From an optimization exercise on the open Yosys and OpenROAD flow, aimed at small area, a short achievable clock period and few clock cycles; shortcuts taken in it are not production practice.
RTL that was checked went through simulation tests only; none was proved equivalent to the original.
The RTL of run 1 was laid out without a check of its function.
Power is estimated from default activity; no workload was simulated.

`config.mk`:
```
export PLATFORM = sky130hd
export DESIGN_NAME = hlfc_tx
export DESIGN_NICKNAME = hlfc_tx
export VERILOG_FILES = /design/flow/design.v
export SDC_FILE = /design/flow/constraint.sdc
export NUM_CORES = 4
export LEC_CHECK = 0
export CAP_MARGIN = 20
export CORE_MARGIN = 2
export CORE_UTILIZATION = 50
export CTS_BUF_LIST = sky130_fd_sc_hd__clkbuf_8
export SLEW_MARGIN = 20
```
`constraint.sdc`:
```
create_clock -name core_clock -period 12.0 [get_ports {clk}]
set_input_delay 2.4000 -clock core_clock [delete_from_list [all_inputs] [get_ports {clk}]]
set_output_delay 2.4000 -clock core_clock [all_outputs]
set_load 0.01 [all_outputs]
```
`design.v`:
```
module hlfc_tx (
    input  wire        clk,
    input  wire        rst,
    input  wire        cmd_valid,
    output wire        cmd_ready,
    input  wire        cmd_write,
    input  wire [7:0]  cmd_unit,
    input  wire [3:0]  cmd_area,
    input  wire [7:0]  cmd_bank,
    input  wire [15:0] cmd_begin,
    input  wire [15:0] cmd_count,
    output wire        sts_valid,
    output wire [7:0]  sts_code,
    input  wire        wd_valid,
    output wire        wd_ready,
    input  wire [15:0] wd_data,
    output wire        tx_valid,
    input  wire        tx_ready,
    output wire [7:0]  tx_data,
    output wire        tx_last
);
    localparam [4:0] S_IDLE = 5'b000_00;
    localparam [4:0] S_AT   = 5'b000_01;    
    localparam [4:0] S_ATC  = 5'b100_01;    
    localparam [4:0] S_U1   = 5'b000_10;
    localparam [4:0] S_U0   = 5'b000_11;
    localparam [4:0] S_RW   = 5'b001_00;
    localparam [4:0] S_LET  = 5'b001_01;
    localparam [4:0] S_BK1  = 5'b001_10;
    localparam [4:0] S_BK0  = 5'b001_11;
    localparam [2:0] G_BG   = 3'b010;    
    localparam [2:0] G_DAT  = 3'b110;    
    localparam [2:0] G_CT   = 3'b011;    
    localparam [4:0] S_F1   = 5'b101_00;
    localparam [4:0] S_F0   = 5'b101_01;
    localparam [4:0] S_STAR = 5'b101_10;
    localparam [4:0] S_CR   = 5'b101_11;
    function [3:0] hexlo;
        input [3:0] x;
        hexlo = ({4{x == 4'd1}} & 4'd1)
            | ({4{x == 4'd2}} & 4'd2)
            | ({4{x == 4'd3}} & 4'd3)
            | ({4{x == 4'd4}} & 4'd4)
            | ({4{x == 4'd5}} & 4'd5)
            | ({4{x == 4'd6}} & 4'd6)
            | ({4{x == 4'd7}} & 4'd7)
            | ({4{x == 4'd8}} & 4'd8)
            | ({4{x == 4'd9}} & 4'd9)
            | ({4{x == 4'd10}} & 4'd1)
            | ({4{x == 4'd11}} & 4'd2)
            | ({4{x == 4'd12}} & 4'd3)
            | ({4{x == 4'd13}} & 4'd4)
            | ({4{x == 4'd14}} & 4'd5)
            | ({4{x == 4'd15}} & 4'd6);
    endfunction
    function [3:0] add3;
        input [3:0] d;
        input en;
        reg f;
        begin
            f = en & (d[3] | (d[2] & (d[1] | d[0])));
            add3[3] = f | d[3];
            add3[2] = f ? (d[3] & d[0]) : d[2];
            add3[1] = f ? (d[1] & d[0]) | (d[3] & ~d[0]) : d[1];
            add3[0] = f ? ~d[0] : d[0];
        end
    endfunction
    function begin_hi;       
        input [2:0] a;
        input [15:0] x;
        case (a)
            3'd0: begin_hi = (x[15:13] != 3'd0);
            3'd1: begin_hi = (x[15:8] != 8'd0);
            3'd2: begin_hi = (x[15:9] != 7'd0);
            3'd6: begin_hi = (x[15:10] != 6'd0);
            3'd5, 3'd7: begin_hi = (x[15:14] != 2'd0);
            default: begin_hi = (x[15:12] != 4'd0);
        endcase
    endfunction
    function begin_lo;       
        input [2:0] a;
        input [15:0] x;
        case (a)
            3'd0: begin_lo = x[12] & x[11];                           
            3'd1: begin_lo = x[7] & x[6] & (x[5] | x[4] | x[3]);       
            3'd6: begin_lo = x[9] & x[8] & x[7] & x[6];               
            3'd5, 3'd7: begin_lo = x[13] & (x[12] | x[11] |
                                   (x[10] & x[9] & x[8] & (x[7:4] != 4'd0)));    
            default: begin_lo = 1'b0;                                 
        endcase
    endfunction
    function count_hi;       
        input [2:0] a;
        input [15:0] x;
        case (a)
            3'd0: count_hi = (x[15:13] != 3'd0);
            3'd1: count_hi = (x[15:8] != 8'd0);
            3'd2, 3'd6: count_hi = (x[15:10] != 6'd0);
            3'd5, 3'd7: count_hi = (x[15:14] != 2'd0);
            default: count_hi = (x[15:12] != 4'd0);
        endcase
    endfunction
    function count_lo;       
        input [2:0] a;
        input [15:0] x;
        case (a)
            3'd0: count_lo = x[12] & x[11] & (x[10:0] != 11'd0);                  
            3'd1: count_lo = x[7] & x[6] & (x[5] | x[4] | (x[3] & (x[2:0] != 3'd0)));   
            3'd2: count_lo = x[9] & (x[8:0] != 9'd0);                            
            3'd6: count_lo = x[9] & x[8] & x[7] & x[6] & (x[5:0] != 6'd0);        
            3'd5, 3'd7: count_lo = x[13] & (x[12] | x[11] |
                                   (x[10] & x[9] & x[8] & (x[7:4] != 4'd0)));    
            default: count_lo = x[11] & (x[10:0] != 11'd0);                      
        endcase
    endfunction
    function [6:0] letter;
        input [2:0] x;
        letter = ({7{x == 3'd0}} & 7'd82)
            | ({7{x == 3'd1}} & 7'd76)
            | ({7{x == 3'd2}} & 7'd72)
            | ({7{x == 3'd3}} & 7'd67)
            | ({7{x == 3'd4}} & 7'd71)
            | ({7{x == 3'd5}} & 7'd68)
            | ({7{x == 3'd6}} & 7'd74)
            | ({7{x == 3'd7}} & 7'd69);
    endfunction
    function [5:0] unit_bcd;
        input [4:0] x;
        unit_bcd = ({6{x == 5'd1}} & 6'd1)
            | ({6{x == 5'd2}} & 6'd2)
            | ({6{x == 5'd3}} & 6'd3)
            | ({6{x == 5'd4}} & 6'd4)
            | ({6{x == 5'd5}} & 6'd5)
            | ({6{x == 5'd6}} & 6'd6)
            | ({6{x == 5'd7}} & 6'd7)
            | ({6{x == 5'd8}} & 6'd8)
            | ({6{x == 5'd9}} & 6'd9)
            | ({6{x == 5'd10}} & 6'd16)
            | ({6{x == 5'd11}} & 6'd17)
            | ({6{x == 5'd12}} & 6'd18)
            | ({6{x == 5'd13}} & 6'd19)
            | ({6{x == 5'd14}} & 6'd20)
            | ({6{x == 5'd15}} & 6'd21)
            | ({6{x == 5'd16}} & 6'd22)
            | ({6{x == 5'd17}} & 6'd23)
            | ({6{x == 5'd18}} & 6'd24)
            | ({6{x == 5'd19}} & 6'd25)
            | ({6{x == 5'd20}} & 6'd32)
            | ({6{x == 5'd21}} & 6'd33)
            | ({6{x == 5'd22}} & 6'd34)
            | ({6{x == 5'd23}} & 6'd35)
            | ({6{x == 5'd24}} & 6'd36)
            | ({6{x == 5'd25}} & 6'd37)
            | ({6{x == 5'd26}} & 6'd38)
            | ({6{x == 5'd27}} & 6'd39)
            | ({6{x == 5'd28}} & 6'd40)
            | ({6{x == 5'd29}} & 6'd41)
            | ({6{x == 5'd30}} & 6'd48)
            | ({6{x == 5'd31}} & 6'd49);
    endfunction
    reg        tx_v;
    reg [6:0]  tx_d;
    reg [7:0]  fcs;
    reg [4:0]  st;
    reg        last;
    reg [4:0]  fw;              
    reg [15:0] bg;              
    reg [15:0] ct;              
    reg [3:0]  pn;              
    reg        wfull;           
    reg        wrdy;
    reg [3:0]  scnt;            
    reg        bad, unk;        
    reg [2:0]  c_area;          
    reg        c_write;
    reg        crdy;
    assign cmd_ready = crdy;
    assign sts_valid = crdy;
    assign sts_code  = {3'b000, bad, 3'b000, unk};
    assign wd_ready  = wrdy;
    assign tx_valid  = tx_v;
    assign tx_data   = {1'b0, tx_d};
    assign tx_last   = ~(tx_d[6] | tx_d[5]);    
    wire s_idle  = (scnt == 4'd0);
    wire s_chk   = (scnt[3:2] == 2'b11) | (scnt == 4'd11);
    wire s_ready = (scnt == 4'd10);
    wire s_conv  = !s_idle && (scnt <= 4'd9);
    wire s_last  = (scnt == 4'd1);
    wire chk = (scnt == 4'd15) ? begin_hi(c_area, cmd_begin) :
               (scnt == 4'd14) ? begin_lo(c_area, cmd_begin) :
               (scnt == 4'd13) ? count_hi(c_area, cmd_count) :
               (scnt == 4'd12) ? count_lo(c_area, cmd_count) :
               (scnt == 4'd11) ? (cmd_count == 16'd0) : 1'b0;
    wire en_t = ~scnt[3];
    wire en_h = (scnt[3:2] == 2'b00) | (scnt == 4'd4);
    function [15:0] dd_step;
        input [15:0] q;
        input eo, et, eh;
        reg [3:0] o, t, h;
        begin
            o = add3({q[1:0], q[15:14]}, eo);
            t = add3(q[5:2], et);
            h = add3(q[9:6], eh);
            dd_step = {o[0], q[13:10], h, t, o[3:1]};
        end
    endfunction
    function [15:0] pre4;
        input [15:0] x;
        pre4 = {x[11:0], 2'b00, x[13:12]};
    endfunction
    wire [13:0] wcnt = {ct[11:0], ct[15:14]};
    wire [13:0] wcnt_dec = wcnt - 14'd1;
    wire rejected = bad;
    wire take     = crdy;
    wire [4:0] stc = st;
    wire tx_free = ~tx_v | tx_ready;
    wire [5:0] ubcd = unit_bcd(fw);
    wire wr = ~last;                      
    wire [7:0] fcs_x = fcs ^ {1'b0, tx_d};
    wire cap_hit = (fw == 5'd1);    
    wire more = (wcnt != 14'd1);
    wire freeq = (st == S_IDLE) ||
                 (last && ((st == {G_CT, 2'd3}) || (st == {G_DAT, 2'd3}) || (st[4:2] == 3'b101)));
    wire [1:0] ix = st[1:0];
    wire g_hdr0 = (st[4:2] == 3'b000);
    wire g_hdr1 = (st[4:2] == 3'b001);
    wire g_bgd  = (st[3:2] == 2'b10);           
    wire g_ct   = (st[4:2] == G_CT);
    wire g_dat  = (st[4:2] == G_DAT);
    wire g_bg   = (st[4:2] == G_BG);
    wire g_f    = (st[4:2] == 3'b101);
    wire g_dig  = g_bgd | g_ct;
    wire [3:0] nib =
          ({4{g_bgd & ix == 2'd0}} & bg[13:10])
        | ({4{g_bgd & ix == 2'd1}} & bg[9:6])
        | ({4{g_bgd & ix == 2'd2}} & bg[5:2])
        | ({4{g_ct  & ix == 2'd0}} & ct[13:10])
        | ({4{g_ct  & ix == 2'd1}} & ct[9:6])
        | ({4{g_ct  & ix == 2'd2}} & ct[5:2])
        | ({4{(g_dig | g_hdr1) & ix == 2'd3}} & pn)
        | ({4{g_hdr0 & ix == 2'd2}} & {2'b00, ubcd[5:4]})
        | ({4{g_hdr0 & ix == 2'd3}} & ubcd[3:0])
        | ({4{g_f & ix == 2'd0}} & fcs_x[7:4])
        | ({4{g_f & ix == 2'd1}} & fcs[3:0]);
    wire isnib = g_dig | (g_hdr0 & ix[1]) | (g_hdr1 & ix[1]) | (g_f & ~ix[1]);
    wire [6:0] cbyte =
          ({7{g_hdr0 | (st == S_ATC)}} & 7'h40)
        | ({7{g_hdr1 & ~ix[0]}} & (wr ? 7'h57 : 7'h52))
        | ({7{g_hdr1 &  ix[0]}} & letter(c_area))
        | ({7{g_f & ~ix[0]}} & 7'h2A)
        | ({7{g_f &  ix[0]}} & 7'h0D);
    wire have = !(st == S_IDLE) && !(g_dat && ix == 2'd0 && !wfull);
    wire fz = (st == S_AT) | (st == S_ATC);
    wire fx = !g_hdr0 & !(g_f & (ix != 2'd0)) | (st == S_U1) | (st == S_U0);
    reg [4:0] nst;
    always @(*) begin
        nst = {st[4:2], ix[1] ^ ix[0], ~ix[0]};
        case (st)
            S_AT:  nst = S_U1;
            S_ATC: nst = {G_DAT, 2'd0};
            S_U0:  nst = S_RW;
            S_LET: nst = (c_area == 3'd7) ? S_BK1 : {G_BG, 2'd0};
            S_BK0: nst = {G_BG, 2'd0};
            S_F0:  nst = last ? S_STAR : S_CR;
            S_CR:  nst = last ? S_IDLE : S_ATC;
            default: ;
        endcase
        if (g_bg && ix == 2'd3) nst = wr ? {G_DAT, 2'd0} : {G_CT, 2'd0};
        if (g_ct && ix == 2'd3) nst = S_F1;
        if (g_dat && ix == 2'd3 && !(last || cap_hit)) nst = {G_DAT, 2'd0};
        if (g_dat && ix == 2'd3 && (last || cap_hit)) nst = S_F1;
    end
    wire nib_af = nib[3] & (nib[2] | nib[1]);
    wire [6:0] nb = isnib ? {nib_af, ~nib_af, ~nib_af, hexlo(nib)} : cbyte;
    wire adv = tx_free & have;
    wire in_bgct = (stc[4:2] == G_BG) || (stc[4:2] == G_CT) || (stc[4:2] == G_DAT);
    wire at2  = in_bgct && (stc[1:0] == 2'd2);           
    wire at3  = (stc[4:2] == G_DAT) && (stc[1:0] == 2'd3);
    wire is_cr = (stc == S_CR);
    wire idle_next = adv ? (is_cr && last) : (stc == S_IDLE);
    wire wd_fire = wd_valid & wrdy;
    wire ready_ok  = freeq & s_conv & (scnt <= 4'd6) & ~crdy;
    wire ready_rej = s_ready & rejected & ~crdy;
    wire hdr_busy  = (g_hdr0 & (st != S_IDLE)) | (st == S_RW) | (st == S_LET);
    wire go = ready_ok & idle_next;
    always @(posedge clk) begin
        if (rst) begin
            st    <= S_IDLE;
            tx_v  <= 1'b0;
            wfull <= 1'b0;
            wrdy  <= 1'b0;
            scnt  <= 4'd0;
            crdy  <= 1'b0;
        end else begin
            if (tx_free)
                tx_v <= have;
            if (adv) begin
                tx_d <= nb;
                st   <= nst;
                if (fz) fcs <= 8'h00;
                else if (fx) fcs <= fcs_x;
                if (stc == S_RW) fw <= 5'd9;
                if (stc == S_ATC) fw <= 5'd2;
                if (at3) fw <= {fw[3:0], fw[4] ^ fw[2]};
                if (at2) begin
                    pn <= (stc[4:2] == G_CT) ? {ct[1:0], ct[15:14]} : {bg[1:0], bg[15:14]};
                    if (stc[4:2] == G_DAT) begin
                        last <= !more;
                        {ct[11:0], ct[15:14]} <= wcnt_dec;
                    end
                end
            end
            if (go) begin
                st    <= S_AT;
                last  <= ~c_write;
                fw    <= cmd_unit[4:0];
                pn    <= cmd_bank[3:0];
            end
            if (wrdy)    
                {bg[13:10], bg[9:6], bg[5:2], bg[1:0], bg[15:14]} <= wd_data;
            if (wd_fire) begin
                wfull <= 1'b1;
                wrdy  <= 1'b0;
            end else if (adv && at2 && stc[4:2] != G_CT) begin
                wfull <= 1'b0;
                wrdy  <= (stc[4:2] == G_BG) ? wr : more;
            end
            crdy <= go | ready_rej;
            if (s_idle) begin
                if (!hdr_busy) begin
                    c_area  <= cmd_area[2:0];
                    c_write <= cmd_write;
                    unk <= cmd_area[3];
                    bad <= cmd_area[3] || (cmd_unit[7:5] != 3'd0) ||
                           (cmd_area[2:0] == 3'd7 && (cmd_bank[7:4] != 4'd0 ||
                            (cmd_bank[3] && cmd_bank[2] && (cmd_bank[1] || cmd_bank[0]))));
                    if (cmd_valid) scnt <= 4'd15;
                end
            end else if (s_chk) begin
                bad  <= bad | chk;
                scnt <= scnt - 4'd1;
            end else if (s_ready) begin
                if (freeq && !rejected) begin
                    bg   <= dd_step(pre4(cmd_begin), 1'b1, 1'b0, 1'b0);
                    ct   <= dd_step(pre4(cmd_count), ~c_write, 1'b0, 1'b0);
                    scnt <= 4'd9;
                end
            end else begin
                bg <= dd_step(bg, 1'b1, en_t, en_h);
                ct <= dd_step(ct, ~c_write, ~c_write & en_t, ~c_write & en_h);
                if (s_last) scnt <= (freeq && !go) ? 4'd10 : 4'd0;
                else scnt <= scnt - 4'd1;
            end
            if (take) begin
                if (rejected) scnt <= 4'd0;
            end
        end
    end
endmodule
```
`flow/run.sh`:
```
#!/bin/bash
# Own layout flow: the standard ORFS flow (standard.sh), with two changes to how
# the layout is made:
#  - the port buffers that ORFS inserts on every input and output are buf_1 cells
#    instead of the default choice (a slow delay buffer);
#  - repair_timing (floorplan, CTS and global-route stages) works towards a setup
#    slack margin, so it sizes up the gates of paths that are far slower than they
#    need to be.
# The clock period, the SDC, synthesis, floorplan, power grid and tap cells are the
# standard flow's. Every tool's output goes to a log in this folder (and ORFS keeps
# its own per-step logs under orfs/logs).
set -euo pipefail
export BUFFER_PORTS_ARGS="-buffer_cell sky130_fd_sc_hd__buf_1"
export SETUP_SLACK_MARGIN="${OWN_SETUP_MARGIN:-8.4}"
bash standard.sh > standard_flow.log 2>&1
```
`standard.sh`:
```
#!/bin/bash
# synth_recipe.tcl (not shown) runs the flow's synth.tcl, then flattens the netlist and writes it again
# the make line also repeats each setting of config.mk as NAME=value (left out here)
make -C /OpenROAD-flow-scripts/flow DESIGN_CONFIG=/design/flow/config.mk WORK_HOME=/design/flow/orfs CLKGATE_MAP_FILE= SYNTH_SCRIPT=/design/flow/synth_recipe.tcl "${@:-finish}"
```
==> results of run 1 <==
==> power by group through the flow <==
stage / clock (W) / sequential [W] / combinational, W
6_report: 0.000192 / 0.000634 / 0.000907
5_1_grt: 0.000204 / 0.000649 / 0.000993
4_1_cts: 0.000196 / 0.000626 / 0.000887
3_5_place_dp: 0 / 0.000632 / 0.000879
3_3_place_gp: 0 / 0.000627 / 0.000867
2_1_floorplan: 0 / 0.000526 / 0.000727
==> worst max-delay path: cells and delay by family <==
family | cells | cell delay, ps
AOI/OAI and AO/OA | 4 | 610
buffers and inverters | 1 | 80
and+or+nand+nor | 3 | 1090
==> kinds of logic (layout without fill, tap and decap cells) <==
family                   count (synthesis)  in the layout  synth area share
adder cells (fa/ha/maj)                 12             12            0.0237
AO/OA/AOI/OAI                          249            249             0.269
multiplexers                            20             20            0.0321
XOR/XNOR                                21             21            0.0295
AND/OR/NAND/NOR                        293            293             0.243
other                                    1              7          0.000601
buffers and inverters                   85            135            0.0624
flip-flops                              75             75             0.340
==> path summary, 6_finish.rpt <==
path | end | slack [ps] | startpoint | depth (start not counted)
setup / recovery | bad | 7940 | cmd_count[5] | 8
hold / removal | tx_v | 520 | tx_v | 2
setup reg to reg | ct[2] | 8660 | scnt[3] | 6
hold reg to reg | tx_v | 520 | tx_v | 2
==> sequential cells by signal, summed over array words and instances (netlist names) <==
register / flops
bg: 16
ct: 16
fcs: 7
tx_d: 7
fw: 5
st: 5
pn: 4
scnt: 4
c_area: 3
bad: 1
c_write: 1
crdy: 1
last: 1
tx_v: 1
unk: 1
wfull: 1
wrdy: 1
==> cell usage in the layout (no fill, tap or decap), drive strengths merged, types with 18 or more instances in the layout <==
cell	n
nor3	23
nand3	21
mux2i	20
nor2	81
o21ai	55
nand2b	18
nand2	69
inv	22
buf	101
edfxtp	62
a21oi	54
==> layer usage <==
metal  global-route usage  vias up  wire length, µm
li1                     -     2962                -
met1                0.464     3053             9430
met2                0.469      376             9220
met3               0.0659       37             2140
met4                0.122        0              488
met5                    0        -                0
==> per-stage QoR <==
stage | worst slack (ps) | instance area [µm²] | utilization | power (W)
2_1_floorplan | 7720 | 6340 | - | 0.00125
3_3_place_gp | 7500 | 6610 | 0.546 | 0.00149
3_5_place_dp | 7500 | 6610 | 0.546 | 0.00151
4_1_cts | 7960 | 6840 | 0.565 | 0.00171
5_1_grt | 7910 | 6870 | 0.567 | 0.00185
6_report | 7940 | 6870 | 0.567 | 0.00173
==> area by class of cell <==
class	instances	area share
multi-input combinational	602	0.561
sequential	75	0.309
timing repair buffer	101	0.0629
tap	168	0.0306
clock buffer	9	0.0180
inverter	18	0.00984
clock inverter	7	0.00838
==> what timing repair did <==
item	in CTS	in global routing
pin swaps	6	2
gates resized for setup	5	5
setup endpoints to repair	23	24
setup buffers	3	1
hold buffers	0	0
==> report_table.html, run 1 <==
<table>
<tr><th>Metric</th><th>Value</th></tr>
<tr><th colspan="2">Pwr</th></tr>
<tr><td>Sw Share</td><td>0.496</td></tr>
<tr><td>Internal power</td><td>0.000873 W</td></tr>
<tr><td>Combinational power share</td><td>0.523</td></tr>
<tr><td>Largest vdd supply drop</td><td>0.127 mV</td></tr>
<tr><td>Share of power burned in registers</td><td>0.366</td></tr>
<tr><td>Pwr per Cell Area</td><td>252 nW/µm²</td></tr>
<tr><td>Net switching power of the design</td><td>0.000860 W</td></tr>
<tr><td>Static power due to leakage</td><td>2.23 nW</td></tr>
<tr><td>Clk pwr share</td><td>0.111</td></tr>
<tr><th colspan="2">Logic synthesis</th></tr>
<tr><td>Most area-consuming cells after synthesis</td><td>edfxtp_1, nor2_1, a21oi_1</td></tr>
<tr><td>Area leader, netlist</td><td>edfxtp_1</td></tr>
<tr><td>Top cells by count, synth</td><td>nor2_1, nand2_1, edfxtp_1</td></tr>
<tr><td>Cell count after synthesis</td><td>756</td></tr>
<tr><td>Cell with the most instances after synthesis</td><td>nor2_1</td></tr>
<tr><td>Ys Warns</td><td>1</td></tr>
<tr><td>Count of flip-flops with a built-in enable after synthesis</td><td>62</td></tr>
<tr><td>Synth Cell Area</td><td>6240 µm²</td></tr>
<tr><td>Synth Area per Inst</td><td>8.25 µm²</td></tr>
<tr><td>Proportion of synthesized flip-flops having asynchronous set or reset</td><td>0</td></tr>
<tr><td>Portion of synthesized cell area occupied by the leading cell type</td><td>0.298</td></tr>
<tr><td>Number of flip-flops and latches in the synthesized netlist</td><td>75</td></tr>
<tr><td>Sequential element share of the synthesized area</td><td>0.340</td></tr>
<tr><td>Number of distinct standard cells referenced by the synthesized netlist</td><td>88</td></tr>
<tr><td>Prevailing post-synth register cell</td><td>edfxtp_1</td></tr>
<tr><th colspan="2">Final layout</th></tr>
<tr><td>Cell Count, Final, Fillers Out</td><td>980</td></tr>
<tr><td>Area Growth Syn to Fin</td><td>10.1%</td></tr>
<tr><td>Multi-input gate area</td><td>3850 µm²</td></tr>
<tr><td>Proportion of layout cells with a drive suffix above 1</td><td>0.0948</td></tr>
<tr><td>Seq. cell area</td><td>2120 µm²</td></tr>
<tr><td>Number of antenna repair diodes</td><td>0</td></tr>
<tr><td>Filler cell count in the final layout</td><td>1180</td></tr>
<tr><td>Number of nets in the finished design</td><td>892</td></tr>
<tr><th colspan="2">Clock tree</th></tr>
<tr><td>H-Tree Depth</td><td>3</td></tr>
<tr><td>Number of buffers on the longest clock path</td><td>2</td></tr>
<tr><td>Clk slew on worst S/H paths</td><td>80 ps</td></tr>
<tr><td>Clock tree sinks</td><td>75</td></tr>
<tr><td>TritonCTS clock tree</td><td>built</td></tr>
<tr><td>CTS Root Buffer Type</td><td>clkbuf_8</td></tr>
<tr><td>Number of buffers inserted during clock tree synthesis</td><td>9</td></tr>
<tr><td>Worst-skew pair later-pin latency</td><td>380 ps</td></tr>
<tr><th colspan="2">Timing</th></tr>
<tr><td>Peak Freq</td><td>246 MHz</td></tr>
<tr><td>Total count of hold-check failures in the final report</td><td>0</td></tr>
<tr><td>Pin slew with the least headroom to its limit</td><td>1060 ps</td></tr>
<tr><td>Post-Route Setup TNS</td><td>0 ps</td></tr>
<tr><td>Max-Slew Margin vs Limit</td><td>0.290</td></tr>
<tr><td>Clk_skew</td><td>15.5 ps</td></tr>
<tr><td>Min Tclk post-route</td><td>4060 ps</td></tr>
<tr><td>Hold slack</td><td>522 ps</td></tr>
<tr><td>Endpoints failing setup</td><td>0</td></tr>
<tr><td>Final Cycle Share</td><td>0.339</td></tr>
<tr><td>Max Transition Viols Final</td><td>0</td></tr>
<tr><td>Setup repair after global routing missed its margin</td><td>yes</td></tr>
<tr><th colspan="2">Global routing</th></tr>
<tr><td>Global-route wire length before repair</td><td>32400 µm</td></tr>
<tr><td>Total track usage</td><td>0.320</td></tr>
<tr><td>Overall overflow remaining after global route</td><td>0</td></tr>
<tr><td>Maximum number of pins on one net before global-route repair</td><td>46</td></tr>
<tr><td>Antenna violations before repair</td><td>0</td></tr>
<tr><td>Number of global-route vias before repair</td><td>5844</td></tr>
<tr><th colspan="2">Hold path</th></tr>
<tr><td>Worst Hold Class</td><td>reg -&gt; reg</td></tr>
<tr><th colspan="2">Worst setup path</th></tr>
<tr><td>Sequence of cells on the critical path</td><td>buf_1, or2_1, or3_4, o311ai_2, a21oi_1, or4_1, a31oi_1, o22ai_1</td></tr>
<tr><td>Crit start category</td><td>input pin</td></tr>
<tr><td>CP Data Required Time</td><td>12120 ps</td></tr>
<tr><td>Category of the worst setup path capture point</td><td>register</td></tr>
<tr><td>Signal arrival time at the worst endpoint</td><td>4180 ps</td></tr>
<tr><td>Crit path max-delay cell type</td><td>or4_1</td></tr>
<tr><td>Critical-path maximum fanout</td><td>3</td></tr>
<tr><td>Crit Path Category</td><td>in -&gt; reg</td></tr>
<tr><td>Delay contributed by the slowest stage of the critical path</td><td>490 ps</td></tr>
<tr><th colspan="2">Run</th></tr>
<tr><td>Max-cap check violation count</td><td>0</td></tr>
<tr><th colspan="2">Placement</th></tr>
<tr><td>Gpl congestion</td><td>0.940</td></tr>
<tr><td>Half-perimeter wire length after placement</td><td>15600 µm</td></tr>
<tr><td>Number of port buffers</td><td>87</td></tr>
<tr><td>Post-Place Cells</td><td>960</td></tr>
<tr><th colspan="2">Detailed routing</th></tr>
<tr><td>Drc violations</td><td>0</td></tr>
<tr><td>Number of detailed-routing iterations run before antenna repair</td><td>8</td></tr>
<tr><td>Starting DRC count in detailed routing</td><td>984</td></tr>
<tr><td>Wire length per cell after detailed routing</td><td>21.7 µm</td></tr>
<tr><td>Routed Wire Length</td><td>21300 µm</td></tr>
<tr><td>Vias</td><td>6428</td></tr>
<tr><td>Number of nets still failing antenna checks after routing</td><td>0</td></tr>
<tr><td>Number of vias per cell after detailed routing</td><td>6.56</td></tr>
<tr><th colspan="2">Floorplan</th></tr>
<tr><td>Top-level port count</td><td>95</td></tr>
<tr><td>Initial Utilization</td><td>0.515</td></tr>
<tr><td>CORE AREA</td><td>12100 µm²</td></tr>
<tr><td>Number of standard-cell rows in the floorplan</td><td>40</td></tr>
<tr><td>Die width</td><td>116 µm</td></tr>
<tr><td>Area of the die</td><td>13400 µm²</td></tr>
<tr><td>Chip Height</td><td>116 µm</td></tr>
<tr><th colspan="2">Status</th></tr>
<tr><td>Run status</td><td>finished clean</td></tr>
</table>
==> run 2, diff against run 1 <==
--- a/design.v
+++ b/design.v
@@ -182,15 +182,15 @@
     assign tx_data   = {1'b0, tx_d};
     assign tx_last   = ~(tx_d[6] | tx_d[5]);    
     wire s_idle  = (scnt == 4'd0);
-    wire s_chk   = (scnt[3:2] == 2'b11) | (scnt == 4'd11);
-    wire s_ready = (scnt == 4'd10);
-    wire s_conv  = !s_idle && (scnt <= 4'd9);
+    wire s_done  = (scnt == 4'd11);
+    wire s_conv  = !s_idle && !s_done;
     wire s_last  = (scnt == 4'd1);
-    wire chk = (scnt == 4'd15) ? begin_hi(c_area, cmd_begin) :
-               (scnt == 4'd14) ? begin_lo(c_area, cmd_begin) :
-               (scnt == 4'd13) ? count_hi(c_area, cmd_count) :
-               (scnt == 4'd12) ? count_lo(c_area, cmd_count) :
-               (scnt == 4'd11) ? (cmd_count == 16'd0) : 1'b0;
+    wire s_first = (scnt == 4'd10);
+    wire [15:0] begin_l = {2'b00, bg[1:0], bg[15:4]};
+    wire [15:0] count_l = {2'b00, ct[1:0], ct[15:4]};
+    wire range_bad = begin_hi(c_area, begin_l) | begin_lo(c_area, begin_l) |
+                     count_hi(c_area, count_l) | count_lo(c_area, count_l) |
+                     (count_l == 16'd0);
     wire en_t = ~scnt[3];
     wire en_h = (scnt[3:2] == 2'b00) | (scnt == 4'd4);
     function [15:0] dd_step;
@@ -279,9 +279,8 @@
     wire is_cr = (stc == S_CR);
     wire idle_next = adv ? (is_cr && last) : (stc == S_IDLE);
     wire wd_fire = wd_valid & wrdy;
-    wire ready_ok  = freeq & s_conv & (scnt <= 4'd6) & ~crdy;
-    wire ready_rej = s_ready & rejected & ~crdy;
-    wire hdr_busy  = (g_hdr0 & (st != S_IDLE)) | (st == S_RW) | (st == S_LET);
+    wire ready_ok  = ~bad & ~crdy & freeq & ((s_conv & (scnt <= 4'd6)) | s_done);
+    wire ready_rej =  bad & ~crdy & ((s_conv & ~s_first) | s_done);
     wire go = ready_ok & idle_next;
     always @(posedge clk) begin
         if (rst) begin
@@ -327,33 +326,27 @@
             end
             crdy <= go | ready_rej;
             if (s_idle) begin
-                if (!hdr_busy) begin
+                if (freeq) begin
                     c_area  <= cmd_area[2:0];
                     c_write <= cmd_write;
-                    unk <= cmd_area[3];
-                    bad <= cmd_area[3] || (cmd_unit[7:5] != 3'd0) ||
-                           (cmd_area[2:0] == 3'd7 && (cmd_bank[7:4] != 4'd0 ||
-                            (cmd_bank[3] && cmd_bank[2] && (cmd_bank[1] || cmd_bank[0]))));
-                    if (cmd_valid) scnt <= 4'd15;
+                    unk     <= cmd_area[3];
+                    bad     <= cmd_area[3] || (cmd_unit[7:5] != 3'd0) ||
+                               (cmd_begin[15:14] != 2'd0) || (cmd_count[15:14] != 2'd0) ||
+                               (cmd_area[2:0] == 3'd7 && (cmd_bank[7:4] != 4'd0 ||
+                                (cmd_bank[3] && cmd_bank[2] && (cmd_bank[1] || cmd_bank[0]))));
+                    bg      <= pre4(cmd_begin);
+                    ct      <= pre4(cmd_count);
+                    if (cmd_valid) scnt <= 4'd10;
                 end
-            end else if (s_chk) begin
-                bad  <= bad | chk;
-                scnt <= scnt - 4'd1;
-            end else if (s_ready) begin
-                if (freeq && !rejected) begin
-                    bg   <= dd_step(pre4(cmd_begin), 1'b1, 1'b0, 1'b0);
-                    ct   <= dd_step(pre4(cmd_count), ~c_write, 1'b0, 1'b0);
-                    scnt <= 4'd9;
-                end
-            end else begin
+            end else if (s_conv) begin
+                if (s_first) bad <= bad | range_bad;
                 bg <= dd_step(bg, 1'b1, en_t, en_h);
                 ct <= dd_step(ct, ~c_write, ~c_write & en_t, ~c_write & en_h);
-                if (s_last) scnt <= (freeq && !go) ? 4'd10 : 4'd0;
+                if (s_last) scnt <= (freeq && !go) ? 4'd11 : 4'd0;
                 else scnt <= scnt - 4'd1;
             end
-            if (take) begin
-                if (rejected) scnt <= 4'd0;
-            end
+            if (take && (bad || s_done))
+                scnt <= 4'd0;
         end
     end
 endmodule
==> run 2 against run 1 <==
Against the previous run:
- die area down 0.97%
- highest routed layer unchanged
- sequential share of layout area up 0.54 points
- global-route usage fell by 2.5 points
- largest power group unchanged
==> report_table.html, run 2 <==
<table>
<tr><th>Metric</th><th>Value</th></tr>
<tr><th colspan="2">Status</th></tr>
<tr><td>Run status</td><td>finished clean</td></tr>
<tr><th colspan="2">Hold path</th></tr>
<tr><td>Worst Hold Class</td><td>reg -&gt; reg</td></tr>
<tr><th colspan="2">Worst setup path</th></tr>
<tr><td>Crit Path Category</td><td>in -&gt; reg</td></tr>
<tr><td>Category of the worst setup path capture point</td><td>register</td></tr>
<tr><td>Count of buffering cells on the critical path with inverters included</td><td>2 (+1)</td></tr>
<tr><td>Crit start category</td><td>input pin</td></tr>
<tr><td>CP Data Required Time</td><td>12130 ps (about the same)</td></tr>
<tr><td>Signal arrival time at the worst endpoint</td><td>3700 ps (-480 ps)</td></tr>
<tr><td>CP delay by family, top</td><td>simple AND/OR/NAND/NOR gates</td></tr>
<tr><td>Crit-path most repeated cell</td><td>buf_6</td></tr>
<tr><td>Crit path max-delay cell type</td><td>or3_4</td></tr>
<tr><td>Critical-path maximum fanout</td><td>4 (+1)</td></tr>
<tr><td>Delay contributed by the slowest stage of the critical path</td><td>380 ps (-110 ps)</td></tr>
<tr><td>Sequence of cells on the critical path</td><td>buf_6, nand2b_4, o2111ai_2, buf_6, or3_4, nor4_4, xnor2_1, o21ai_1</td></tr>
<tr><th colspan="2">Logic synthesis</th></tr>
<tr><td>Synth Area per Inst</td><td>8.34 µm² (+1.0%)</td></tr>
<tr><td>Sequential element share of the synthesized area</td><td>0.344 (+0.00344)</td></tr>
<tr><td>Area leader, netlist</td><td>edfxtp_1</td></tr>
<tr><td>Synth Cell Area</td><td>6180 µm² (-1.0%)</td></tr>
<tr><td>Most area-consuming cells after synthesis</td><td>edfxtp_1, a21oi_1, nor2_1</td></tr>
<tr><td>Number of flip-flops and latches in the synthesized netlist</td><td>75 (unchanged)</td></tr>
<tr><td>Cell count after synthesis</td><td>741 (-2.0%)</td></tr>
<tr><td>Proportion of synthesized flip-flops having asynchronous set or reset</td><td>0 (unchanged)</td></tr>
<tr><td>Cell with the most instances after synthesis</td><td>nor2_1</td></tr>
<tr><td>Prevailing post-synth register cell</td><td>edfxtp_1</td></tr>
<tr><td>Count of flip-flops with a built-in enable after synthesis</td><td>62 (unchanged)</td></tr>
<tr><td>Top cells by count, synth</td><td>nor2_1, nand2_1, edfxtp_1</td></tr>
<tr><td>Ys Warns</td><td>1 (unchanged)</td></tr>
<tr><td>Portion of synthesized cell area occupied by the leading cell type</td><td>0.301 (+0.00302)</td></tr>
<tr><td>Number of distinct standard cells referenced by the synthesized netlist</td><td>80 (-9.1%)</td></tr>
<tr><th colspan="2">Floorplan</th></tr>
<tr><td>Area of the die</td><td>13300 µm² (-0.97%)</td></tr>
<tr><td>CORE AREA</td><td>12000 µm² (-0.83%)</td></tr>
<tr><td>Top-level port count</td><td>95 (unchanged)</td></tr>
<tr><td>Initial Utilization</td><td>0.514 (-0.000915)</td></tr>
<tr><td>Die width</td><td>115 µm (-0.48%)</td></tr>
<tr><td>Number of standard-cell rows in the floorplan</td><td>40 (unchanged)</td></tr>
<tr><td>Chip Height</td><td>115 µm (-0.48%)</td></tr>
<tr><th colspan="2">Clock tree</th></tr>
<tr><td>Clk slew on worst S/H paths</td><td>80 ps (about the same)</td></tr>
<tr><td>Number of buffers inserted during clock tree synthesis</td><td>9 (unchanged)</td></tr>
<tr><td>Quantity of hold-fixing buffers added after cts</td><td>0 (unchanged)</td></tr>
<tr><td>TritonCTS clock tree</td><td>built</td></tr>
<tr><td>CTS Root Buffer Type</td><td>clkbuf_8</td></tr>
<tr><td>Clock tree sinks</td><td>75 (unchanged)</td></tr>
<tr><td>H-Tree Depth</td><td>3 (unchanged)</td></tr>
<tr><td>Number of buffers on the longest clock path</td><td>2 (unchanged)</td></tr>
<tr><td>Worst-skew pair later-pin latency</td><td>370 ps (about the same)</td></tr>
<tr><th colspan="2">Global routing</th></tr>
<tr><td>Global-route wire length before repair</td><td>30100 µm (-7.4%)</td></tr>
<tr><td>Antenna violations before repair</td><td>0 (unchanged)</td></tr>
<tr><td>Total track usage</td><td>0.295 (-0.0248)</td></tr>
<tr><td>Overall overflow remaining after global route</td><td>0 (unchanged)</td></tr>
<tr><td>Maximum number of pins on one net before global-route repair</td><td>34 (-26%)</td></tr>
<tr><td>Number of global-route vias before repair</td><td>5593 (-4.3%)</td></tr>
<tr><th colspan="2">Detailed routing</th></tr>
<tr><td>Number of vias per cell after detailed routing</td><td>6.43 (-2.0%)</td></tr>
<tr><td>Wire length per cell after detailed routing</td><td>20.5 µm (-5.5%)</td></tr>
<tr><td>Number of detailed-routing iterations run before antenna repair</td><td>6 (-2)</td></tr>
<tr><td>Vias</td><td>6068 (-5.6%)</td></tr>
<tr><td>Routed Wire Length</td><td>19400 µm (-8.9%)</td></tr>
<tr><td>Number of nets still failing antenna checks after routing</td><td>0 (unchanged)</td></tr>
<tr><td>Starting DRC count in detailed routing</td><td>619 (-37%)</td></tr>
<tr><td>Drc violations</td><td>0 (unchanged)</td></tr>
<tr><th colspan="2">Timing</th></tr>
<tr><td>Clk_skew</td><td>5.61 ps (-9.91 ps)</td></tr>
<tr><td>Pin slew with the least headroom to its limit</td><td>959 ps (-98.8 ps)</td></tr>
<tr><td>Max-Slew Margin vs Limit</td><td>0.358 (+0.0682)</td></tr>
<tr><td>Min Tclk post-route</td><td>3570 ps (-491 ps)</td></tr>
<tr><td>Max Transition Viols Final</td><td>0 (unchanged)</td></tr>
<tr><td>Post-Route Setup TNS</td><td>0 ps (unchanged)</td></tr>
<tr><td>Final setup slack of the worst path</td><td>8430 ps (+491 ps)</td></tr>
<tr><td>Total count of hold-check failures in the final report</td><td>0 (unchanged)</td></tr>
<tr><td>Hold slack</td><td>548 ps (+25.5 ps)</td></tr>
<tr><td>Endpoints failing setup</td><td>0 (unchanged)</td></tr>
<tr><td>Final Cycle Share</td><td>0.298 (-0.0409)</td></tr>
<tr><td>Peak Freq</td><td>280 MHz (+14%)</td></tr>
<tr><td>Setup repair after global routing missed its margin</td><td>yes</td></tr>
<tr><th colspan="2">Placement</th></tr>
<tr><td>Post-Place Cells</td><td>922 (-4.0%)</td></tr>
<tr><td>Worst slack after detailed placement</td><td>7630 ps (+135 ps)</td></tr>
<tr><td>Half-perimeter wire length after placement</td><td>13900 µm (-11%)</td></tr>
<tr><td>Gpl congestion</td><td>0.904 (-3.8%)</td></tr>
<tr><td>Number of port buffers</td><td>87 (unchanged)</td></tr>
<tr><th colspan="2">Final layout</th></tr>
<tr><td>Top Registers</td><td>bg x16, ct x16</td></tr>
<tr><td>Commonest non-fill, non-tap cell in the layout</td><td>buf_1</td></tr>
<tr><td>Number of nets in the finished design</td><td>878 (-1.6%)</td></tr>
<tr><td>Most frequent cells in the layout</td><td>buf_1, nor2_1, nand2_1</td></tr>
<tr><td>Cell Count, Final, Fillers Out</td><td>944 (-3.7%)</td></tr>
<tr><td>Number of antenna repair diodes</td><td>0 (unchanged)</td></tr>
<tr><td>Area Growth Syn to Fin</td><td>9.26%</td></tr>
<tr><td>Proportion of layout cells with a drive suffix above 1</td><td>0.0891 (-0.00574)</td></tr>
<tr><th colspan="2">Run</th></tr>
<tr><td>Max-cap check violation count</td><td>0 (unchanged)</td></tr>
<tr><th colspan="2">Pwr</th></tr>
<tr><td>Static power due to leakage</td><td>2.30 nW (+3.1%)</td></tr>
<tr><td>Pwr per Cell Area</td><td>210 nW/µm² (-17%)</td></tr>
<tr><td>Largest vdd supply drop</td><td>0.147 mV (+16%)</td></tr>
</table>
[run 2: cell count changes after synthesis, moves of 5 or more]
cell,previous run,this run
a21oi_1,53,59
a22oi_1,16,9
a2bb2oi_1,5,0
buf_6,1,6
inv_1,18,24
mux2i_1,20,25
nand4b_1,6,0
nor2_1,80,74
o22ai_1,16,11
[run 2: final timing paths]
kind,slack [ps],cells past startpoint,endpoint,from
max,8430,8,ct[11],tx_ready
min reg2reg,550,2,wfull,wfull
min,550,2,wfull,wfull
max reg2reg,8580,8,tx_d[1],st[0]
[run 2: repair_timing]
| item | 4_1_cts | 5_1_grt |
|---|---|---|
| resized for setup | 3 | 11 |
| hold endpoints to repair | 0 | 0 |
| cloned | 0 | 1 |
| pin swaps | 0 | 5 |
| endpoints found under the setup margin | 31 | 60 |
| buffers inserted | 3 | 2 |
[run 2: cells by family after synthesis]
kind of cell	after synthesis	share of synthesized area
buffers and inverters	95	0.0792
DFF	75	0.344
adders and majority gates	13	0.0259
muxes	27	0.0442
xor gates and xnor gates	25	0.0354
and+or+nand+nor	269	0.219
AOI/OAI and AO/OA	236	0.253
other	1	0.000607
[run 2: layout make-up]
cell class / instances / area [µm²]
Fill cell: 1153 / 5260
Multi-Input combinational cell: 577 / 3690
Sequential cell: 75 / 2120
Timing Repair Buffer: 103 / 462
Tap cell: 147 / 184
Clock buffer: 12 / 165
Inverter: 25 / 97.6
Clock inverter: 4 / 17.5
Timing Repair inverter: 1 / 7.51
[run 2: worst reg2reg max path, cell delays in order (launching register included)]
cell	delay [ps]
dfxtp_1	550
inv_1	200
ha_2	360
a222oi_1	760
o32ai_1	210
nand2b_1	130
nand4_1	270
or4b_1	600
a31oi_1	190
[run 2: metrics by stage]
stage / instance area (µm²) / utilization / total power [W]
6_report: 6750 / 0.562 / 0.00142
3_3_place_gp: 6450 / 0.537 / 0.00119
4_1_cts: 6680 / 0.556 / 0.00140
2_1_floorplan: 6250 / - / 0.00103
5_1_grt: 6750 / 0.562 / 0.00151
3_5_place_dp: 6450 / 0.537 / 0.00121
[run 2: power by group]
group / internal, W / switching, W / leakage, nW / total [W]
combinational: 0.000261 / 0.000389 / 1.51 / 0.000650
clock: 0.0000901 / 0.000101 / 0.105 / 0.000191
sequential: 0.000401 / 0.000174 / 0.689 / 0.000574
[run 2: per-layer routing]
layer,global-route usage,vias up,wire length (µm)
met2,0.465,265,8980
met5,0,-,0
met3,0.0501,45,1290
li1,-,2860,-
met1,0.398,2898,8450
met4,0.133,0,659
Testbench counts of run 2, summed over its fixed seeds: cycles 65,848.
==> run 3, diff against run 2 <==
--- a/design.v
+++ b/design.v
@@ -169,6 +169,7 @@
     reg [3:0]  pn;              
     reg        wfull;           
     reg        wrdy;
+    reg        wdec;            
     reg [3:0]  scnt;            
     reg        bad, unk;        
     reg [2:0]  c_area;          
@@ -288,6 +289,7 @@
             tx_v  <= 1'b0;
             wfull <= 1'b0;
             wrdy  <= 1'b0;
+            wdec  <= 1'b0;
             scnt  <= 4'd0;
             crdy  <= 1'b0;
         end else begin
@@ -303,10 +305,8 @@
                 if (at3) fw <= {fw[3:0], fw[4] ^ fw[2]};
                 if (at2) begin
                     pn <= (stc[4:2] == G_CT) ? {ct[1:0], ct[15:14]} : {bg[1:0], bg[15:14]};
-                    if (stc[4:2] == G_DAT) begin
+                    if (stc[4:2] == G_DAT)
                         last <= !more;
-                        {ct[11:0], ct[15:14]} <= wcnt_dec;
-                    end
                 end
             end
             if (go) begin
@@ -315,8 +315,11 @@
                 fw    <= cmd_unit[4:0];
                 pn    <= cmd_bank[3:0];
             end
-            if (wrdy)    
+            if (wd_fire)    
                 {bg[13:10], bg[9:6], bg[5:2], bg[1:0], bg[15:14]} <= wd_data;
+            wdec <= adv && at2 && (stc[4:2] == G_DAT);
+            if (wdec)
+                {ct[11:0], ct[15:14]} <= wcnt_dec;
             if (wd_fire) begin
                 wfull <= 1'b1;
                 wrdy  <= 1'b0;
--- a/config.mk
+++ b/config.mk
@@ -5,8 +5,8 @@
 export SDC_FILE = /design/flow/constraint.sdc
 export NUM_CORES = 4
 export LEC_CHECK = 0
-export CAP_MARGIN = 20
+export CAP_MARGIN = 5
 export CORE_MARGIN = 2
 export CORE_UTILIZATION = 50
 export CTS_BUF_LIST = sky130_fd_sc_hd__clkbuf_8
-export SLEW_MARGIN = 20
+export SLEW_MARGIN = 5
==> run 3 against run 2 <==
Against the previous run:
- combinational power grew 11%
- wire length decreased by 9.0%
- largest cell class unchanged
- largest power group unchanged
- core utilization grew 0.16 points
==> report_table.html, run 3 <==
<table>
<tr><th>Metric</th><th>Value</th></tr>
<tr><th colspan="2">Global routing</th></tr>
<tr><td>Total track usage</td><td>0.278 (-0.0170)</td></tr>
<tr><td>Global-route wire length before repair</td><td>27900 µm (-7.2%)</td></tr>
<tr><td>Number of global-route vias before repair</td><td>5249 (-6.2%)</td></tr>
<tr><td>Maximum number of pins on one net before global-route repair</td><td>33 (-2.9%)</td></tr>
<tr><td>Overall overflow remaining after global route</td><td>0 (unchanged)</td></tr>
<tr><td>Antenna violations before repair</td><td>0 (unchanged)</td></tr>
<tr><th colspan="2">Placement</th></tr>
<tr><td>Gpl congestion</td><td>0.917 (+1.4%)</td></tr>
<tr><td>Number of port buffers</td><td>87 (unchanged)</td></tr>
<tr><td>Placed Instance Area</td><td>6240 µm² (-3.3%)</td></tr>
<tr><td>Half-perimeter wire length after placement</td><td>13100 µm (-5.8%)</td></tr>
<tr><td>Worst slack after detailed placement</td><td>7820 ps (+186 ps)</td></tr>
<tr><th colspan="2">Detailed routing</th></tr>
<tr><td>Vias</td><td>5716 (-5.8%)</td></tr>
<tr><td>Number of vias per cell after detailed routing</td><td>6.34 (-1.4%)</td></tr>
<tr><td>Drc violations</td><td>0 (unchanged)</td></tr>
<tr><td>Number of nets still failing antenna checks after routing</td><td>0 (unchanged)</td></tr>
<tr><td>Routed Wire Length</td><td>17600 µm (-9.0%)</td></tr>
<tr><td>Starting DRC count in detailed routing</td><td>600 (-3.1%)</td></tr>
<tr><td>Number of detailed-routing iterations run before antenna repair</td><td>25 (+19)</td></tr>
<tr><td>Wire length per cell after detailed routing</td><td>19.5 µm (-4.8%)</td></tr>
<tr><th colspan="2">Status</th></tr>
<tr><td>Run status</td><td>finished clean</td></tr>
<tr><th colspan="2">Logic synthesis</th></tr>
<tr><td>Cell count after synthesis</td><td>702 (-5.3%)</td></tr>
<tr><td>Top cells by count, synth</td><td>nand2_1, nor2_1, edfxtp_1</td></tr>
<tr><td>Prevailing post-synth register cell</td><td>edfxtp_1</td></tr>
<tr><td>Synth Cell Area</td><td>5960 µm² (-3.5%)</td></tr>
<tr><td>Sequential element share of the synthesized area</td><td>0.359 (+0.0157)</td></tr>
<tr><td>Most area-consuming cells after synthesis</td><td>edfxtp_1, dfxtp_1, nand2_1</td></tr>
<tr><td>Proportion of synthesized flip-flops having asynchronous set or reset</td><td>0 (unchanged)</td></tr>
<tr><td>Number of flip-flops and latches in the synthesized netlist</td><td>76 (+1.3%)</td></tr>
<tr><td>Ys Warns</td><td>1 (unchanged)</td></tr>
<tr><td>Portion of synthesized cell area occupied by the leading cell type</td><td>0.312 (+0.0108)</td></tr>
<tr><td>Area leader, netlist</td><td>edfxtp_1</td></tr>
<tr><td>Synth Area per Inst</td><td>8.49 µm² (+1.9%)</td></tr>
<tr><td>Number of distinct standard cells referenced by the synthesized netlist</td><td>76 (-5.0%)</td></tr>
<tr><td>Count of flip-flops with a built-in enable after synthesis</td><td>62 (unchanged)</td></tr>
<tr><th colspan="2">Timing</th></tr>
<tr><td>Peak Freq</td><td>287 MHz (+2.5%)</td></tr>
<tr><td>Total count of hold-check failures in the final report</td><td>0 (unchanged)</td></tr>
<tr><td>Max-Slew Margin vs Limit</td><td>0.270 (-0.0880)</td></tr>
<tr><td>Post-Route Setup TNS</td><td>0 ps (unchanged)</td></tr>
<tr><td>Clk_skew</td><td>11.7 ps (+6.10 ps)</td></tr>
<tr><td>Max Transition Viols Final</td><td>0 (unchanged)</td></tr>
<tr><td>Endpoints failing setup</td><td>0 (unchanged)</td></tr>
<tr><td>Min Tclk post-route</td><td>3490 ps (-86.6 ps)</td></tr>
<tr><td>Final Cycle Share</td><td>0.290 (-0.00722)</td></tr>
<tr><td>Setup repair after global routing missed its margin</td><td>no</td></tr>
<tr><td>Pin slew with the least headroom to its limit</td><td>1100 ps (+136 ps)</td></tr>
<tr><td>Final setup slack of the worst path</td><td>8510 ps (+86.6 ps)</td></tr>
<tr><th colspan="2">Clock tree</th></tr>
<tr><td>TritonCTS clock tree</td><td>built</td></tr>
<tr><td>Clk slew on worst S/H paths</td><td>90 ps (about the same)</td></tr>
<tr><td>Quantity of hold-fixing buffers added after cts</td><td>0 (unchanged)</td></tr>
<tr><td>Clock tree sinks</td><td>76 (+1.3%)</td></tr>
<tr><td>CTS Root Buffer Type</td><td>clkbuf_8</td></tr>
<tr><td>Number of buffers on the longest clock path</td><td>2 (unchanged)</td></tr>
<tr><td>Number of buffers inserted during clock tree synthesis</td><td>9 (unchanged)</td></tr>
<tr><td>H-Tree Depth</td><td>3 (unchanged)</td></tr>
<tr><td>Worst-skew pair later-pin latency</td><td>380 ps (about the same)</td></tr>
<tr><th colspan="2">Final layout</th></tr>
<tr><td>Commonest non-fill, non-tap cell in the layout</td><td>buf_1</td></tr>
<tr><td>Top Registers</td><td>bg x16, ct x16</td></tr>
<tr><td>Number of antenna repair diodes</td><td>0 (unchanged)</td></tr>
<tr><td>Util after Layout</td><td>0.563 (+0.00158)</td></tr>
<tr><td>Area Growth Syn to Fin</td><td>8.81%</td></tr>
<tr><td>Proportion of layout cells with a drive suffix above 1</td><td>0.0685 (-0.0206)</td></tr>
<tr><td>Most frequent cells in the layout</td><td>buf_1, nand2_1, nor2_1</td></tr>
<tr><td>Number of nets in the finished design</td><td>840 (-4.3%)</td></tr>
<tr><td>Final instance area</td><td>6490 µm² (-3.9%)</td></tr>
<tr><th colspan="2">Pwr</th></tr>
<tr><td>Combinational power share</td><td>0.474 (+0.015)</td></tr>
<tr><td>Sw Share</td><td>0.462 (-0.00700)</td></tr>
<tr><td>Pwr per Cell Area</td><td>235 nW/µm² (+12%)</td></tr>
<tr><td>Internal power</td><td>0.000820 W (+9.1%)</td></tr>
<tr><td>Net switching power of the design</td><td>0.000703 W (+6.0%)</td></tr>
<tr><td>Clk pwr share</td><td>0.128 (-0.007)</td></tr>
<tr><td>Static power due to leakage</td><td>2.33 nW (+1.3%)</td></tr>
<tr><td>Share of power burned in registers</td><td>0.398 (-0.008)</td></tr>
<tr><td>Largest vdd supply drop</td><td>0.153 mV (+4.0%)</td></tr>
<tr><th colspan="2">Worst setup path</th></tr>
<tr><td>Category of the worst setup path capture point</td><td>register</td></tr>
<tr><td>Delay contributed by the slowest stage of the critical path</td><td>310 ps (-70 ps)</td></tr>
<tr><td>Origin of the critical flop-to-flop path</td><td>st[1]</td></tr>
<tr><td>Critical-path maximum fanout</td><td>19 (+15)</td></tr>
<tr><td>Crit path max-delay cell type</td><td>buf_4</td></tr>
<tr><td>Signal arrival time at the worst endpoint</td><td>3770 ps (+70 ps)</td></tr>
<tr><td>Crit start category</td><td>input pin</td></tr>
<tr><td>Sequence of cells on the critical path</td><td>buf_1, nor2b_4, nor3_2, o221ai_1, buf_4, nand2_1, a311oi_1</td></tr>
<tr><td>Timing startpoint of the critical path</td><td>tx_ready</td></tr>
<tr><td>CP Data Required Time</td><td>12280 ps (+150 ps)</td></tr>
<tr><td>Crit Path Category</td><td>in -&gt; reg</td></tr>
<tr><th colspan="2">Floorplan</th></tr>
<tr><td>Area of the die</td><td>12800 µm² (-3.3%)</td></tr>
<tr><td>Die width</td><td>113 µm (-1.7%)</td></tr>
<tr><td>Initial Utilization</td><td>0.518 (+0.00355)</td></tr>
<tr><td>Top-level port count</td><td>95 (unchanged)</td></tr>
<tr><td>CORE AREA</td><td>11500 µm² (-4.1%)</td></tr>
<tr><td>Number of standard-cell rows in the floorplan</td><td>39 (-2.5%)</td></tr>
<tr><td>Chip Height</td><td>113 µm (-1.7%)</td></tr>
<tr><th colspan="2">Hold path</th></tr>
<tr><td>Launch point of the worst hold path</td><td>wfull</td></tr>
<tr><td>Worst Hold Class</td><td>reg -&gt; reg</td></tr>
<tr><th colspan="2">Run</th></tr>
<tr><td>Max-cap check violation count</td><td>0 (unchanged)</td></tr>
</table>
-- run 3: critical path, delay by kind of cell --
| kind | cells | cell delay, ps |
|---|---|---|
| AO/OA/AOI/OAI | 2 | 490 |
| buffers and inverters | 2 | 410 |
| AND/OR/NAND/NOR | 3 | 460 |
-- run 3: path summary, 6_finish.rpt --
kind	to	slack, ps	depth (start not counted)
min	wfull	500	2
max	st[3]	8510	7
max reg2reg	fw[1]	8730	8
min reg2reg	wfull	500	2
-- run 3: cell families (layout without fill, tap and decap cells) --
family / after synthesis / count (layout) / synth area share
AO/OA/AOI/OAI: 215 / 215 / 0.243
AND/OR/NAND/NOR: 265 / 265 / 0.224
buffers and inverters: 81 / 132 / 0.0648
other: 1 / 7 / 0.000629
adder cells (fa/ha/maj): 12 / 12 / 0.0252
XOR/XNOR: 25 / 25 / 0.0367
multiplexers: 27 / 27 / 0.0460
flip-flops: 76 / 76 / 0.359
-- run 3: per-stage QoR --
step | hold WS, ps | cells | power (W)
floorplan | 431 | 708 | 0.00111
global placement | 476 | 883 | 0.00130
detailed placement | 478 | 883 | 0.00131
CTS | 490 | 899 | 0.00151
global route | 520 | 902 | 0.00164
finish | 499 | 902 | 0.00152
-- run 3: area by class of cell --
type	count	area (µm²)
fill	1105	5030
tap	143	179
clock buffer	9	124
multi-input combinational	551	3510
timing repair buffer	96	398
clock inverter	7	61.3
sequential	76	2140
inverter	20	75.1
-- run 3: power by group through the flow --
stage                     combinational [W]  clock, W  sequential [W]
after floorplan                    0.000616         0        0.000491
after global placement             0.000693         0        0.000605
after detailed placement           0.000707         0        0.000607
after CTS                          0.000712  0.000199        0.000602
after global routing               0.000805  0.000208        0.000625
final                              0.000722  0.000195        0.000607
-- run 3: layer usage --
| layer | wire, µm | up-vias | track usage |
|---|---|---|---|
| met5 | 0 | - | 0 |
| li1 | - | 2723 | - |
| met1 | 7430 | 2706 | 0.369 |
| met3 | 1260 | 41 | 0.0536 |
| met2 | 8460 | 246 | 0.451 |
| met4 | 471 | 0 | 0.106 |
-- run 3: timing repair --
action,4_1_cts,5_1_grt
endpoints found under the hold margin,0,0
setup buffers,0,3
gates resized for setup,2,7
pin swaps,0,1
setup endpoints to repair,11,22
Testbench counts of run 3, summed over its fixed seeds: cycles 65,848.
==> run 4, diff against run 3 <==
--- a/config.mk
+++ b/config.mk
@@ -5,8 +5,9 @@
 export SDC_FILE = /design/flow/constraint.sdc
 export NUM_CORES = 4
 export LEC_CHECK = 0
-export CAP_MARGIN = 5
+export ABC_AREA = 1
+export CAP_MARGIN = 20
 export CORE_MARGIN = 2
 export CORE_UTILIZATION = 50
 export CTS_BUF_LIST = sky130_fd_sc_hd__clkbuf_8
-export SLEW_MARGIN = 5
+export SLEW_MARGIN = 20
==> run 4 against run 3 <==
Against the previous run:
- still clean on timing, DRC and antenna
- largest power group unchanged
- clock-buffer cell count unchanged
- critical endpoint is now tx_last
- combinational power decreased by 12%
- sequential share of layout area decreased by 0.38 points
- critical path type is now reg -> out
- cell count increased by 19%
- first-iteration DRC count increased by 11%
- via count increased by 6.9%
- critical path depth decreased by 5
- sequential power decreased by 16%
- final area increased by 1.2%
==> report_table.html, run 4 <==
<table>
<tr><th>Metric</th><th>Value</th></tr>
<tr><th colspan="2">Floorplan</th></tr>
<tr><td>Area of the die</td><td>12700 µm² (-0.59%)</td></tr>
<tr><td>CORE AREA</td><td>11500 µm² (unchanged)</td></tr>
<tr><td>Chip Height</td><td>113 µm (-0.30%)</td></tr>
<tr><td>Initial Utilization</td><td>0.515 (-0.00315)</td></tr>
<tr><td>Top-level port count</td><td>95 (unchanged)</td></tr>
<tr><td>Number of standard-cell rows in the floorplan</td><td>39 (unchanged)</td></tr>
<tr><td>Die width</td><td>113 µm (-0.30%)</td></tr>
<tr><th colspan="2">Worst setup path</th></tr>
<tr><td>Count of buffering cells on the critical path with inverters included</td><td>1 (-1)</td></tr>
<tr><td>CP delay by family, top</td><td>flip-flops</td></tr>
<tr><td>Category of the worst setup path capture point</td><td>primary output</td></tr>
<tr><td>Sequence of cells on the critical path</td><td>nor2_1, buf_1</td></tr>
<tr><td>Critical path depth in cells</td><td>2 (-5)</td></tr>
<tr><td>Crit start category</td><td>register</td></tr>
<tr><td>R2R depth</td><td>8 (unchanged)</td></tr>
<tr><td>Crit Path Category</td><td>reg -&gt; out</td></tr>
<tr><td>Crit path max-delay cell type</td><td>edfxtp_1</td></tr>
<tr><td>CP Data Required Time</td><td>9600 ps (-2680 ps)</td></tr>
<tr><td>Delay contributed by the slowest stage of the critical path</td><td>430 ps (+120 ps)</td></tr>
<tr><td>Signal arrival time at the worst endpoint</td><td>1090 ps (-2680 ps)</td></tr>
<tr><td>Critical-path maximum fanout</td><td>3 (-16)</td></tr>
<tr><th colspan="2">Global routing</th></tr>
<tr><td>Global-route wire length before repair</td><td>29800 µm (+6.9%)</td></tr>
<tr><td>Overall overflow remaining after global route</td><td>0 (unchanged)</td></tr>
<tr><td>Maximum number of pins on one net before global-route repair</td><td>29 (-12%)</td></tr>
<tr><td>Number of global-route vias before repair</td><td>5569 (+6.1%)</td></tr>
<tr><td>Total track usage</td><td>0.299 (+0.0212)</td></tr>
<tr><td>Antenna violations before repair</td><td>0 (unchanged)</td></tr>
<tr><th colspan="2">Logic synthesis</th></tr>
<tr><td>Proportion of synthesized flip-flops having asynchronous set or reset</td><td>0 (unchanged)</td></tr>
<tr><td>Ys Warns</td><td>1 (unchanged)</td></tr>
<tr><td>Number of flip-flops and latches in the synthesized netlist</td><td>76 (unchanged)</td></tr>
<tr><td>Prevailing post-synth register cell</td><td>edfxtp_1</td></tr>
<tr><td>Cell count after synthesis</td><td>841 (+20%)</td></tr>
<tr><td>Synth Cell Area</td><td>5930 µm² (-0.61%)</td></tr>
<tr><td>Top cells by count, synth</td><td>nand2_1, inv_1, nor2_1</td></tr>
<tr><td>Sequential element share of the synthesized area</td><td>0.361 (+0.00220)</td></tr>
<tr><td>Most area-consuming cells after synthesis</td><td>edfxtp_1, nand2_1, inv_1</td></tr>
<tr><td>Portion of synthesized cell area occupied by the leading cell type</td><td>0.314 (+0.00191)</td></tr>
<tr><td>Number of distinct standard cells referenced by the synthesized netlist</td><td>45 (-41%)</td></tr>
<tr><td>Cell with the most instances after synthesis</td><td>nand2_1</td></tr>
<tr><td>Count of flip-flops with a built-in enable after synthesis</td><td>62 (unchanged)</td></tr>
<tr><td>Synth Area per Inst</td><td>7.05 µm² (-17%)</td></tr>
<tr><td>Area leader, netlist</td><td>edfxtp_1</td></tr>
<tr><th colspan="2">Clock tree</th></tr>
<tr><td>Quantity of hold-fixing buffers added after cts</td><td>0 (unchanged)</td></tr>
<tr><td>CTS Root Buffer Type</td><td>clkbuf_8</td></tr>
<tr><td>Clock tree sinks</td><td>76 (unchanged)</td></tr>
<tr><td>Worst-skew pair later-pin latency</td><td>380 ps (about the same)</td></tr>
<tr><td>TritonCTS clock tree</td><td>built</td></tr>
<tr><td>Clk slew on worst S/H paths</td><td>90 ps (about the same)</td></tr>
<tr><td>H-Tree Depth</td><td>3 (unchanged)</td></tr>
<tr><td>Number of buffers inserted during clock tree synthesis</td><td>9 (unchanged)</td></tr>
<tr><td>Number of buffers on the longest clock path</td><td>2 (unchanged)</td></tr>
<tr><th colspan="2">Detailed routing</th></tr>
<tr><td>Routed Wire Length</td><td>18600 µm (+5.4%)</td></tr>
<tr><td>Number of detailed-routing iterations run before antenna repair</td><td>23 (-8.0%)</td></tr>
<tr><td>Starting DRC count in detailed routing</td><td>663 (+11%)</td></tr>
<tr><td>Wire length per cell after detailed routing</td><td>17.4 µm (-11%)</td></tr>
<tr><td>Vias</td><td>6110 (+6.9%)</td></tr>
<tr><td>Number of vias per cell after detailed routing</td><td>5.72 (-9.8%)</td></tr>
<tr><td>Number of nets still failing antenna checks after routing</td><td>0 (unchanged)</td></tr>
<tr><td>Drc violations</td><td>0 (unchanged)</td></tr>
<tr><th colspan="2">Timing</th></tr>
<tr><td>Pin slew with the least headroom to its limit</td><td>677 ps (-418 ps)</td></tr>
<tr><td>Max-Slew Margin vs Limit</td><td>0.548 (+0.278)</td></tr>
<tr><td>Peak Freq</td><td>287 MHz (about the same)</td></tr>
<tr><td>Total count of hold-check failures in the final report</td><td>0 (unchanged)</td></tr>
<tr><td>Hold slack</td><td>482 ps (-17.4 ps)</td></tr>
<tr><td>Endpoints failing setup</td><td>0 (unchanged)</td></tr>
<tr><td>Post-Route Setup TNS</td><td>0 ps (unchanged)</td></tr>
<tr><td>Min Tclk post-route</td><td>3490 ps (+0.100 ps)</td></tr>
<tr><td>Final Cycle Share</td><td>0.290 (about the same)</td></tr>
<tr><td>Setup repair after global routing missed its margin</td><td>no</td></tr>
<tr><td>Max Transition Viols Final</td><td>0 (unchanged)</td></tr>
<tr><td>Clk_skew</td><td>8.43 ps (-3.29 ps)</td></tr>
<tr><th colspan="2">Pwr</th></tr>
<tr><td>Pwr per Cell Area</td><td>210 nW/µm² (-11%)</td></tr>
<tr><td>Largest vdd supply drop</td><td>0.148 mV (-3.6%)</td></tr>
<tr><td>Overall power</td><td>0.00138 W (-9.7%)</td></tr>
<tr><td>Static power due to leakage</td><td>2.83 nW (+21%)</td></tr>
<tr><th colspan="2">Final layout</th></tr>
<tr><td>Commonest non-fill, non-tap cell in the layout</td><td>nand2_1</td></tr>
<tr><td>Filler cell count in the final layout</td><td>1144 (+3.5%)</td></tr>
<tr><td>Number of nets in the finished design</td><td>1007 (+20%)</td></tr>
<tr><td>Most frequent cells in the layout</td><td>nand2_1, inv_1, nor2_1</td></tr>
<tr><td>Area Growth Syn to Fin</td><td>10.8%</td></tr>
<tr><td>Number of antenna repair diodes</td><td>0 (unchanged)</td></tr>
<tr><td>Proportion of layout cells with a drive suffix above 1</td><td>0.0767 (+0.00816)</td></tr>
<tr><td>Top Registers</td><td>bg x16, ct x16</td></tr>
<tr><th colspan="2">Placement</th></tr>
<tr><td>Half-perimeter wire length after placement</td><td>14400 µm (+9.8%)</td></tr>
<tr><td>Number of port buffers</td><td>87 (unchanged)</td></tr>
<tr><td>Gpl congestion</td><td>0.992 (+8.2%)</td></tr>
<tr><th colspan="2">Run</th></tr>
<tr><td>Max-cap check violation count</td><td>0 (unchanged)</td></tr>
<tr><th colspan="2">Hold path</th></tr>
<tr><td>Worst Hold Class</td><td>reg -&gt; reg</td></tr>
<tr><td>Worst hold stages</td><td>2 (unchanged)</td></tr>
<tr><th colspan="2">Status</th></tr>
<tr><td>Run status</td><td>finished clean</td></tr>
</table>
-- run 4: final timing paths --
kind                start      end  slack (ps)
setup / recovery  tx_d[6]  tx_last        8510
hold / removal      wfull    wfull         480
hold reg to reg     wfull    wfull         480
setup reg to reg  scnt[0]    bg[3]        9210
-- run 4: logic make-up (layout without fill, tap and decap cells) --
group | Yosys count | after routing | share of synthesized area
simple gates | 441 | 441 | 0.325
compound gates | 153 | 153 | 0.156
buf+inv | 139 | 218 | 0.104
flops | 76 | 76 | 0.361
xor+xnor | 18 | 18 | 0.0266
fa+ha+maj | 12 | 12 | 0.0253
other cells | 1 | 7 | 0.000633
mux | 1 | 1 | 0.00169
-- run 4: cell type report --
cell class | count | area (µm²) | share of cell area
sequential | 76 | 2140 | 0.326
timing repair inverter | 1 | 7.51 | 0.00114
clock inverter | 7 | 101 | 0.0154
inverter | 110 | 419 | 0.0638
multi-input combinational | 632 | 3240 | 0.493
timing repair buffer | 91 | 357 | 0.0543
clock buffer | 9 | 124 | 0.0189
tap | 143 | 179 | 0.0273
-- run 4: layer usage --
metal / GRT usage / vias to the layer above / wire length (µm)
met4: 0.140 / 0 / 618
met2: 0.463 / 301 / 8440
met3: 0.0343 / 50 / 1240
met1: 0.421 / 2802 / 8280
li1: - / 2957 / -
met5: 0 / - / 0
-- run 4: metrics by stage --
stage          instances  worst slack, ps  utilization  instance area (µm²)
4_1_cts             1067             8420        0.568                 6540
6_report            1069             8510        0.570                 6570
5_1_grt             1069             8470        0.570                 6570
2_1_floorplan        847             8360            -                 6010
3_5_place_dp        1048             7560        0.546                 6290
3_3_place_gp        1048             7650        0.546                 6290
-- run 4: worst min-delay path: stages, from the launching register on --
cell     delay, ps
dfxtp_1        330
nand2_1         60
a21oi_1         50
-- run 4: power breakdown --
part	internal, W	switching [W]
registers	0.000407	0.000103
clock network	0.000118	0.000112
logic	0.000204	0.000432
total	0.000729	0.000647
-- run 4: timing repair --
item	4_1_cts	5_1_grt
endpoints found under the hold margin	0	0
setup buffers	2	2
endpoints found under the setup margin	64	27
gates cloned	1	0
gates resized for setup	2	2

## what the ideal ports hide
Ports are ideal in the flow. The routed layouts listed here were re-timed in OpenROAD.
Step 1: set_driving_cell puts a clkbuf_16 on clk and a buf_2 on each other input, an assumption about the parent block.
Step 2 also shifts input and output timing later by t, the mid clock arrival at the registers, as if the neighbouring blocks saw the same clock.
Slacks: ideal / step 1 / step 2; pairs: ideal / step 1.
run	t (ns)	slack for setup (ns)	slew at the worst register clock pin (ns)
run 1	0.414	7.937 / 7.954 / 7.540	0.10 / 0.10
run 2	0.405	8.428 / 8.423 / 8.018	0.08 / 0.08
run 3	0.408	8.514 / 8.493 / 8.122	0.09 / 0.09
run 4	0.415	8.514 / 8.477 / 8.191	0.09 / 0.09
After both steps every run listed still meets setup and hold. For run 2, which loses most, drivers alone change the setup slack by -0.005 ns; drivers and shift together by -0.410 ns.
